Source: an optimization exercise on an open RTL-to-GDS flow (aim: small area, a short achievable clock period and few clock cycles). Production flows keep margins and buffers that such runs may drop. Function was checked by simulation only, so behaviour that the tests miss may differ from the original. Power is estimated from default activity; no workload was simulated.

<file path="flow/design.v">
module l1ado_core (
    input  wire        clk,
    input  wire        rst,         
    input  wire        ld_we,
    input  wire [7:0]  ld_addr,
    input  wire [7:0]  ld_data,
    input  wire [7:0]  mem_raddr,
    output wire [7:0]  mem_rdata,
    input  wire        start,
    input  wire [7:0]  start_pc,
    input  wire        cap_en,
    input  wire [15:0] cap,
    output reg         busy,
    output reg         done,
    output reg  [1:0]  reason,      
    output wire [7:0]  pc,
    output wire [7:0]  acc,
    output wire [15:0] icount,
    output wire        in_req,
    input  wire        in_valid,
    input  wire [7:0]  in_data,
    output wire        out_valid,
    output wire [7:0]  out_data
);
    localparam [1:0] R_HALTED = 2'd1, R_CAPPED = 2'd2, R_FAULT = 2'd3;
    localparam [1:0] P_FETCH = 2'd0, P_EXEC = 2'd1, P_POST = 2'd2;
    localparam [1:0] M_ADD = 2'd0, M_SUB = 2'd1, M_NAND = 2'd2;
    reg [7:0]  mem [0:255];
    reg [7:0]  pc_r, a_r, op_r, ad_r, rs_r, rm_r, en_r;
    reg [1:0]  mode_r;
    reg [1:0]  phase;
    reg [3:0]  idx;
    reg        skip_post;
    reg [15:0] cycles;
    reg [15:0] cap_r;
    reg        cap_en_r;
    function [4:0] uop_of;
        input [7:0] op;
        input [3:0] i;
        reg [4:0] s0, s1, s2, s3, s4, s5, s6, s7, s8, s9;
        begin
            {s0, s1, s2, s3, s4, s5, s6, s7, s8, s9} = {10{5'd0}};
            case (op)
                8'h00: {s0, s1, s2} = {5'd1, 5'd13, 5'd3};
                8'h10: {s0, s1, s2} = {5'd1, 5'd13, 5'd2};
                8'h11: {s0, s1, s2, s3} = {5'd18, 5'd1, 5'd13, 5'd2};
                8'h12: {s0, s1, s2, s3} = {5'd19, 5'd1, 5'd13, 5'd2};
                8'h20: {s0, s1, s2, s3} = {5'd10, 5'd1, 5'd13, 5'd12};
                8'h21: {s0, s1, s2, s3} = {5'd11, 5'd1, 5'd13, 5'd12};
                8'h22: {s0, s1, s2, s3} = {5'd17, 5'd1, 5'd13, 5'd12};
                8'h40: {s0, s1, s2, s3, s4, s5} = {5'd1, 5'd13, 5'd6, 5'd7, 5'd13, 5'd3};
                8'h41: {s0, s1, s2, s3, s4, s5} = {5'd1, 5'd13, 5'd6, 5'd7, 5'd13, 5'd9};
                8'h48: {s0, s1, s2, s3, s4, s5} = {5'd1, 5'd13, 5'd6, 5'd7, 5'd4, 5'd14};
                8'h49: {s0, s1, s2, s3, s4, s5, s6} = {5'd1, 5'd13, 5'd6, 5'd7, 5'd16, 5'd8, 5'd14};
                8'h60: {s0, s1, s2, s3, s4, s5, s6} = {5'd10, 5'd1, 5'd13, 5'd6, 5'd7, 5'd13, 5'd12};
                8'h61: {s0, s1, s2, s3, s4, s5, s6} = {5'd11, 5'd1, 5'd13, 5'd6, 5'd7, 5'd13, 5'd12};
                8'h62: {s0, s1, s2, s3, s4, s5, s6} = {5'd17, 5'd1, 5'd13, 5'd6, 5'd7, 5'd13, 5'd12};
                8'hC0: {s0, s1, s2, s3, s4, s5, s6, s7, s8} =
                       {5'd1, 5'd13, 5'd6, 5'd7, 5'd13, 5'd6, 5'd7, 5'd13, 5'd3};
                8'hC1: {s0, s1, s2, s3, s4, s5, s6, s7, s8} =
                       {5'd1, 5'd13, 5'd6, 5'd7, 5'd13, 5'd6, 5'd7, 5'd13, 5'd9};
                8'hC8: {s0, s1, s2, s3, s4, s5, s6, s7, s8} =
                       {5'd1, 5'd13, 5'd6, 5'd7, 5'd13, 5'd6, 5'd7, 5'd4, 5'd14};
                8'hC9: {s0, s1, s2, s3, s4, s5, s6, s7, s8, s9} =
                       {5'd1, 5'd13, 5'd6, 5'd7, 5'd13, 5'd6, 5'd7, 5'd16, 5'd8, 5'd14};
                8'hE0: {s0, s1, s2, s3, s4, s5, s6, s7, s8, s9} =
                       {5'd10, 5'd1, 5'd13, 5'd6, 5'd7, 5'd13, 5'd6, 5'd7, 5'd13, 5'd12};
                8'hE1: {s0, s1, s2, s3, s4, s5, s6, s7, s8, s9} =
                       {5'd11, 5'd1, 5'd13, 5'd6, 5'd7, 5'd13, 5'd6, 5'd7, 5'd13, 5'd12};
                8'hE2: {s0, s1, s2, s3, s4, s5, s6, s7, s8, s9} =
                       {5'd17, 5'd1, 5'd13, 5'd6, 5'd7, 5'd13, 5'd6, 5'd7, 5'd13, 5'd12};
                default: ;
            endcase
            case (i)
                4'd0: uop_of = s0;
                4'd1: uop_of = s1;
                4'd2: uop_of = s2;
                4'd3: uop_of = s3;
                4'd4: uop_of = s4;
                4'd5: uop_of = s5;
                4'd6: uop_of = s6;
                4'd7: uop_of = s7;
                4'd8: uop_of = s8;
                4'd9: uop_of = s9;
                default: uop_of = 5'd0;
            endcase
        end
    endfunction
    function [4:0] fetch_uop;
        input [3:0] i;
        case (i[1:0])
            2'd0: fetch_uop = 5'd1;
            2'd1: fetch_uop = 5'd13;
            2'd2: fetch_uop = 5'd5;
            default: fetch_uop = 5'd15;
        endcase
    endfunction
    reg [4:0] uop;
    always @(*) begin
        uop = 5'd0;
        if (busy) begin
            if (phase == P_FETCH)
                uop = fetch_uop(idx);
            else if (phase == P_EXEC)
                uop = uop_of(op_r, idx);
        end
    end
    wire known_op = (uop_of(op_r, 4'd0) != 5'd0);
    wire last_step = (uop_of(op_r, idx + 4'd1) == 5'd0);
    reg [7:0] alu_y;
    always @(*) begin
        case (mode_r)
            M_ADD:   alu_y = a_r + rm_r;
            M_SUB:   alu_y = a_r - rm_r;
            default: alu_y = ~(a_r & rm_r);
        endcase
    end
    wire [7:0] mem_at_rs = mem[rs_r];
    wire       in_wait   = (uop == 5'd16) && !in_valid;
    wire       abort     = ((uop == 5'd18) && !a_r[7]) || ((uop == 5'd19) && (a_r != 8'd0));
    wire [7:0]  pc_post     = skip_post ? pc_r : pc_r + 8'd1;
    wire [15:0] cycles_next = cycles + 16'd1;
    always @(posedge clk) begin
        if (!busy && ld_we)
            mem[ld_addr] <= ld_data;
        else if (uop == 5'd14)
            mem[rs_r] <= rm_r;
    end
    always @(posedge clk) begin
        if (rst) begin
            busy      <= 1'b0;
            done      <= 1'b0;
            reason    <= 2'd0;
            phase     <= P_FETCH;
            idx       <= 4'd0;
            skip_post <= 1'b0;
            cycles    <= 16'd0;
            cap_r     <= 16'd0;
            cap_en_r  <= 1'b0;
            pc_r      <= 8'd0;
            a_r       <= 8'd0;
            op_r      <= 8'd0;
            ad_r      <= 8'd0;
            rs_r      <= 8'd0;
            rm_r      <= 8'd0;
            en_r      <= 8'd0;
            mode_r    <= M_ADD;
        end else if (!busy) begin
            if (start) begin
                busy     <= 1'b1;
                done     <= 1'b0;
                reason   <= 2'd0;
                phase    <= P_FETCH;
                idx      <= 4'd0;
                cycles   <= 16'd0;
                cap_r    <= cap;
                cap_en_r <= cap_en;
                pc_r     <= start_pc;
                a_r      <= 8'd0;
            end
        end else begin
            case (uop)
                5'd1:  rs_r   <= pc_r;
                5'd2:  pc_r   <= rm_r;
                5'd3:  a_r    <= rm_r;
                5'd4:  rm_r   <= a_r;
                5'd5:  op_r   <= rm_r;
                5'd6:  ad_r   <= rm_r;
                5'd7:  rs_r   <= ad_r;
                5'd8:  rm_r   <= en_r;
                5'd10: mode_r <= M_ADD;
                5'd11: mode_r <= M_SUB;
                5'd12: a_r    <= alu_y;
                5'd13: rm_r   <= mem_at_rs;
                5'd15: pc_r   <= pc_r + 8'd1;
                5'd16: if (in_valid) en_r <= in_data;
                5'd17: mode_r <= M_NAND;
                default: ;
            endcase
            case (phase)
                P_FETCH: begin
                    if (idx == 4'd0 && cap_en_r && cycles >= cap_r) begin
                        busy   <= 1'b0;
                        done   <= 1'b1;
                        reason <= R_CAPPED;
                    end else if (idx == 4'd3) begin
                        if (!known_op) begin
                            busy   <= 1'b0;
                            done   <= 1'b1;
                            reason <= R_FAULT;
                        end else begin
                            phase     <= P_EXEC;
                            idx       <= 4'd0;
                            skip_post <= 1'b0;
                        end
                    end else begin
                        idx <= idx + 4'd1;
                    end
                end
                P_EXEC: begin
                    if (!in_wait) begin
                        if (uop == 5'd2)
                            skip_post <= 1'b1;
                        if (abort || last_step)
                            phase <= P_POST;
                        else
                            idx <= idx + 4'd1;
                    end
                end
                default: begin  
                    pc_r   <= pc_post;
                    cycles <= cycles_next;
                    phase  <= P_FETCH;
                    idx    <= 4'd0;
                    if (pc_post == 8'd0) begin
                        busy   <= 1'b0;
                        done   <= 1'b1;
                        reason <= R_HALTED;
                    end
                end
            endcase
        end
    end
    assign mem_rdata = mem[mem_raddr];
    assign pc        = pc_r;
    assign acc       = a_r;
    assign icount    = cycles;
    assign in_req    = (uop == 5'd16);
    assign out_valid = (uop == 5'd9);
    assign out_data  = rm_r;
endmodule
</file>
<file path="flow/run.sh">
#!/bin/bash
# synth_recipe.tcl (not shown) runs the flow's synth.tcl, then flattens the netlist and writes it again
# the make line also repeats each setting of config.mk as NAME=value (left out here)
make -C /OpenROAD-flow-scripts/flow DESIGN_CONFIG=/design/flow/config.mk WORK_HOME=/design/flow/orfs CLKGATE_MAP_FILE= SYNTH_SCRIPT=/design/flow/synth_recipe.tcl finish
</file>
<file path="flow/config.mk">
export PLATFORM = sky130hd
export DESIGN_NAME = l1ado_core
export DESIGN_NICKNAME = l1ado_core
export VERILOG_FILES = /design/flow/design.v
export SDC_FILE = /design/flow/constraint.sdc
export NUM_CORES = 4
export LEC_CHECK = 0
export CAP_MARGIN = 20
export CORE_MARGIN = 2
export CORE_UTILIZATION = 40
export SLEW_MARGIN = 20
</file>
<file path="flow/constraint.sdc">
create_clock -name core_clock -period 10.0 [get_ports {clk}]
set_input_delay 2.0000 -clock core_clock [delete_from_list [all_inputs] [get_ports {clk}]]
set_output_delay 2.0000 -clock core_clock [all_outputs]
set_load 0.01 [all_outputs]
</file>
==> run notes <==
## metrics by stage
step / cells / worst slack [ns] / util, %
2_1_floorplan: 5377 / -0.3714 / -
6_report: 9059 / 1.837 / 45.22
3_3_place_gp: 8633 / 1.888 / 42.41
3_5_place_dp: 8637 / 1.871 / 42.44
5_1_grt: 9047 / 1.801 / 45.20
4_1_cts: 9036 / 1.858 / 45.13
## final cells by class
cell class / count / area, um^2 / share of cell area (%)
antenna: 15 / 37.54 / 0.03228
clock buffer: 270 / 5788 / 4.978
clock inverter: 129 / 1144 / 0.9835
inverter: 55 / 214.0 / 0.1840
multi-input combinational: 2741 / 38010 / 32.69
sequential: 2158 / 63710 / 54.79
tap: 3384 / 4234 / 3.641
timing repair buffer: 307 / 3139 / 2.700
## final timing paths
check	startpoint	to	slack (ns)
setup / recovery	mem_raddr[0]	mem_rdata[5]	1.84
hold / removal	cap_en_r	cap_en_r	0.46
setup reg to reg	busy	mem[86][0]	3.90
hold reg to reg	cap_en_r	cap_en_r	0.46
## power breakdown
group          internal, mW  leakage (nW)  switching (mW)
clock                  4.51          3.37            3.58
combinational          1.11          12.1            1.56
sequential             9.91          19.3          0.0604
## synthesized netlist by cell type (29+ instances only)
cell and instances:
inv_1 53, buf_2 73, nand2b_1 29, nor3_1 67, nor2_1 402, buf_1 77, nand3_1 42, mux2i_1 122
ha_1 33, edfxtp_1 2048, a22oi_1 56, nand2_1 170, o21ai_0 35, buf_4 32, o22ai_1 31, a211oi_1 30
dfxtp_1 110, a21oi_1 69, clkbuf_1 230, mux4_2 1263, a221oi_1 36
## layer usage
layer,vias to the layer above,share of wire [%]
met5,-,0.050
li1,23360,-
met1,32210,39
met4,6,3.5
met3,508,11
met2,3339,46
## logic make-up (layout without fill, tap and decap cells)
| group | after synthesis | count (layout) | synth area share [%] |
|---|---|---|---|
| XOR/XNOR | 36 | 36 | 0.3046 |
| other | 0 | 15 | 0 |
| multiplexers | 1395 | 1395 | 28.84 |
| AO/OA/AOI/OAI | 424 | 424 | 3.042 |
| flip-flops | 2158 | 2158 | 61.53 |
| buffers and inverters | 478 | 761 | 2.017 |
| adder cells (fa/ha/maj) | 34 | 34 | 0.4182 |
| AND/OR/NAND/NOR | 852 | 852 | 3.844 |
## critical path, cell delays in order
cell             delay (ns)
buf_8                  0.54
buf_12                 0.43
mux4_2                 0.61
mux4_2                 0.66
mux4_2                 0.61
mux4_2                 0.49
clkdlybuf4s50_1        0.61
==> results.cfg <==
[critical_path]
r2r_cells = 12
cp_data_arrival_time_ns = 6.16
critPathKind = primary input to primary output
cp_data_required_time_ns = 8.00
worst_setup_path_end_kind = primary output
start_kind = primary input
critPathMaxFanout = 46

[synth]
ys_warn_count = 1
synth_top_area_cell = edfxtp_1
ys.flop_type = edfxtp_1
async_reset_ff_share_pct = 0
ys_seq_elements = 2158
yosysTopAreaCellShare_pct = 59.40
yosysSeqAreaShare_pct = 61.53
synth.distinct_cells = 102
synthCells = 5377
syn-num-nets = 5473
synth_area_per_cell_um2 = 19.25
synth.area.top_cells = edfxtp_1, mux4_2, dfxtp_1
syn_area_um2 = 103500
synth_edf_count = 2048

[sta]
fmax_mhz = 122.5
period_share_pct = 81.63
rsz0062_at_grt = false
maxSlewHeadroom_pct = 12.56
fin_skew_ns = 0.03210
drv_slew = 0
fin_setup_tns_ns = 0
worstMarginPinSlew_ns = 1.279
setup_viol = 0
fin_crit_ns = 8.163
final-hold-violation-count = 0
hold_slack_ns = 0.4582

[power_and_ir_drop]
p_total_mw = 20.73
power_density_nw_per_um2 = 178.3
p_leak_nw = 34.78
peakVddDrop_mv = 0.1510

[finish]
top_register = mem
layout_common_cells = edfxtp_1, mux4_2, nor2_1
largest_reg_flops = 2048
fillerInstances = 21460
final_common_cell = edfxtp_1
drive_above_1_share_pct = 33.06
nets = 5580
syn_to_final_growth_pct = 12.31
top_regs = mem x2048, cap_r x16, cycles x16
stdcell_area_um2 = 116300

[grt]
use_met1_pct = 34.33
gr-max-usage-layer = met2
grt_first_pass_wirelength_mm = 454.4
use_met3_pct = 6.285
antenna_found_initial = 22
grt_max_degree = 250
grt_pass1_vias = 58370
met2_usage_pct = 37.10
gr-total-overflow = 0
track_usage_pct = 24.37

[place]
place_hpwl_mm = 212.5
port_buffers = 115
dpl-instance-area_um2 = 109100
place_congestion = 0.9036

[detailed_routing]
drt-initial-drc-count = 8424
routed_wl_mm = 322.9
wl_per_cell_um = 35.65
route.detailed.drc = 0
first_pass_iters = 6
detail_route.vias_per_cell = 6.559
drt.antenna.violating_nets = 0
vias = 59420

[floorplan]
die_x_um = 512.7
die_h_um = 512.7
die_area_um2 = 262900
initial_core_util_pct = 40.26
rows = 186
coreArea_um2 = 257200
io_pins = 116

[cts]
postCtsHoldBufs = 0
cts_setup_buffers = 0
cts_made_buffers = 221
root_buffer = clkbuf_16
h-tree-depth = 4
post_cts_resized = 0
path_clk_slew_ns = 0.06
clock-sinks = 2158
worstSkewPairLatency_ns = 0.89
cts_tree = yes
cts_buffer_depth = 3

[run_status]
outcome = no timing/DRC/antenna violations

[job]
maxCapViolCount = 0

[worst_hold_path]
hp-class = register to register
hold_depth = 2
Testbench counts, summed over its fixed seeds: cycles 294,612.

[re-timing with driven ports]
In the flow no input, the clock included, has a driving cell. The finished layout below was timed again as built, in two steps.
Step 1 assumes that a clkbuf_16 drives the clock port and a buf_2 every other input.
Step 2 moves the port delays by t, midway between the first and last clock arrival at a register: inputs arrive t later, outputs are due t later. That takes back most of the time a late clock gives input paths.
a / b / c = ideal ports / drivers / drivers and shift; a / b = the first two.
t, ns: 0.991
setup WS [ns]: 1.837 / 1.789 / 1.789
worst setup path at the end: input to output
clock arrival spread, ns: 0.047 / 0.048
After both steps this run still meets setup and hold. For this run, drivers alone change the setup slack by -0.048 ns; drivers and shift together by -0.048 ns.
